This is an optimization exercise on Yosys and OpenROAD, whose aim is a short achievable clock period and few clock cycles per item, not a production implementation.
The RTL was checked by simulation tests, not by an equivalence proof against the original design.
No activity file was given, so power comes from the tool's default toggle rates.

Setup of alpha:
// ansc
module ansc (
    input  wire        clk,
    input  wire        rst,           
    input  wire        cmd_valid,
    input  wire [63:0] cmd_word,
    output wire        cmd_ready,
    input  wire [11:0] reg_addr,
    output reg  [31:0] reg_rdata,
    output wire        fb_en,
    output wire        fb_we,
    output wire [15:0] fb_addr,
    output wire [7:0]  fb_wdata,
    input  wire [7:0]  fb_rdata
);
    localparam NSLOT       = 4;
    localparam MAX_PAYLOAD = 32;
    localparam OP_CKCLR   = 4'h1;
    localparam OP_CKBYTE  = 4'h2;
    localparam OP_CKBUF   = 4'h3;
    localparam OP_SEGNEW  = 4'h4;
    localparam OP_SEGSER  = 4'h5;
    localparam OP_SEGDES  = 4'h6;
    localparam OP_SEGCLR  = 4'h7;
    localparam OP_SETRXF  = 4'h8;
    localparam OP_SETTXF  = 4'h9;
    localparam OP_SETTXS  = 4'hA;
    localparam OP_MARKTXC = 4'hB;
    localparam C_OK        = 8'h00;
    localparam C_MALFORMED = 8'h01;
    localparam C_ILLEGAL   = 8'h10;
    localparam C_SLOT      = 8'h11;
    localparam C_NOSEG     = 8'h12;
    localparam C_RANGE     = 8'h13;
    localparam C_CAPACITY  = 8'h14;
    integer i;
    function [15:0] inc16;
        input [15:0] x;
        integer q;
        begin
            for (q = 0; q < 16; q = q + 1)
                inc16[q] = x[q] ^ ((x & ((16'd1 << q) - 16'd1)) == ((16'd1 << q) - 16'd1));
        end
    endfunction
    function gt64k;
        input [15:0] a;
        input [15:0] b;
        reg   [15:0] g, t, p, z;
        integer q, d;
        begin
            g = a & b;
            t = a | b;
            p = a ^ b;
            for (d = 1; d < 16; d = d * 2) begin
                for (q = 15; q >= 0; q = q - 1) begin
                    if (q >= d) begin
                        g[q] = g[q] | (t[q] & g[q-d]);
                        t[q] = t[q] & t[q-d];
                    end
                end
            end
            z[0] = !p[0];
            for (q = 1; q < 16; q = q + 1)
                z[q] = (p[q] == (a[q-1] | b[q-1]));
            gt64k = g[15] && !(&z);
        end
    endfunction
  ...
Settings: LEC_CHECK=0, ABC_CLOCK_PERIOD_IN_PS=2000, CAP_MARGIN=50, CORE_MARGIN=2, CORE_UTILIZATION=40, SETUP_SLACK_MARGIN=3.5, SLEW_MARGIN=70; clock period 8.0 ns.
run.sh (not shown) runs the stock make flow with config.mk's settings and CLKGATE_MAP_FILE= SYNTH_SCRIPT=/design/flow/synth_recipe.tcl, a recipe that flattens the netlist after the stock synthesis.
alpha finished end to end and its layout was clean on timing, DRC and antenna.
Testbench counts of alpha, summed over its fixed seeds: cycles 44,229, cmds 4,000.
Edits applied to the flow inputs when going from alpha to beta:
- swapping 50 for 20 in CAP_MARGIN
- swapping 70 for 20 in SLEW_MARGIN
[summary]
- beta leaves less setup margin than alpha.
- Summary of beta over alpha: final instance area down about 4.4%; register cell area after layout comparable.

* * *

run 1:
ansc, a different RTL version from the one above (not shown whole).
Size in the first run: ~5600 cells after synthesis, ~1600 flip-flops.
==> flow/config.mk <==
export PLATFORM = sky130hd
export DESIGN_NAME = ansc
export DESIGN_NICKNAME = ansc
export VERILOG_FILES = /design/flow/design.v
export SDC_FILE = /design/flow/constraint.sdc
export NUM_CORES = 4
export LEC_CHECK = 0
export ABC_CLOCK_PERIOD_IN_PS = 2000
export CAP_MARGIN = 60
export CORE_MARGIN = 2
export CORE_UTILIZATION = 40
export SETUP_SLACK_MARGIN = 4.0
export SLEW_MARGIN = 80
==> flow/constraint.sdc <==
create_clock -name core_clock -period 8.0 [get_ports {clk}]
set_input_delay 1.6000 -clock core_clock [delete_from_list [all_inputs] [get_ports {clk}]]
set_output_delay 1.6000 -clock core_clock [all_outputs]
set_load 0.01 [all_outputs]
Run 1 was carried through to the last stage, and its layout satisfied the timing, design-rule and antenna checks.
Testbench counts of run 1, summed over its fixed seeds: cycles 44,229, cmds 4,000.
Changes in run 2 relative to run 1:
--- a/flow/config.mk
+++ b/flow/config.mk
@@ -8,6 +8,6 @@
 export ABC_CLOCK_PERIOD_IN_PS = 2000
-export CAP_MARGIN = 60
+export CAP_MARGIN = 20
 export CORE_MARGIN = 2
 export CORE_UTILIZATION = 40
-export SETUP_SLACK_MARGIN = 4.0
-export SLEW_MARGIN = 80
+export SETUP_SLACK_MARGIN = 3.5
+export SLEW_MARGIN = 20
==> run notes <==
- Run 2 vs run 1 on filler cell count: run 2 is the higher one.
- Of run 2 and run 1, the run reporting the higher combinational power was run 1.
- Summary of run 2 over run 1: filler-free cell count of the finished design now smaller, first-pass GRT wire length now smaller, fraction of power consumed by the clock network now larger.
#### Input delta (run 3 over run 2)
--- a/flow/config.mk
+++ b/flow/config.mk
@@ -8,3 +8,3 @@
 export ABC_CLOCK_PERIOD_IN_PS = 2000
-export CAP_MARGIN = 20
+export CAP_MARGIN = 50
 export CORE_MARGIN = 2
@@ -12,2 +12,2 @@
 export SETUP_SLACK_MARGIN = 3.5
-export SLEW_MARGIN = 20
+export SLEW_MARGIN = 70
Compared to run 2, run 3 leaves less free space in the core. Run 3 — power share of the combinational group 0.3 points higher, run 2 as reference. Taking run 2 as the reference, in run 3 multi-input combinational cell area went up by 4.8%, total routing usage reported by global routing ~0 delta. NOTE: post-cts repair resize count in run 3 falls short of that of run 2. The lower worst setup slack came out of run 2. Est. power | run 3 vs run 2 | run 3 lower.

## re-timing with driven ports
The flow's constraints put no driver on any port. The routed layouts listed below were extracted and timed again, unchanged, in two steps. Step 1 assumes that a clkbuf_16 drives the clock port and a buf_2 every other input. Step 2 adds t to the input delays and takes it off the output delays; t is the mean of the earliest and latest rising clock arrival at the registers after step 1. Input paths then give back, and output paths get back, about the clock's delay inside the block. Slacks: ideal / step 1 / step 2; pairs: ideal / step 1.
| run | t (ns) | setup slack, ns | worst hold slack (ns) | worst setup path after step 2 | worst register clock-pin slew, ns |
|---|---|---|---|---|---|
| alpha | 0.910 | 2.850 / 2.661 / 2.661 | 0.462 / 0.462 / 0.462 | input to output | 0.07 / 0.07 |
| beta | 0.889 | 2.693 / 2.317 / 2.317 | 0.460 / 0.460 / 0.460 | input to output | 0.07 / 0.07 |
| run 1 | 0.892 | 2.742 / 2.630 / 2.630 | 0.449 / 0.449 / 0.449 | input to output | 0.07 / 0.07 |
| run 2 | 0.883 | 2.866 / 2.615 / 2.615 | 0.451 / 0.451 / 0.451 | input to output | 0.07 / 0.07 |
| run 3 | 0.886 | 2.955 / 2.701 / 2.638 | 0.450 / 0.450 / 0.450 | input to register | 0.07 / 0.07 |
After both steps setup and hold are still met in every run listed. The setup slack of beta, which loses most, moves by -0.376 ns with the drivers and by -0.376 ns with both steps.
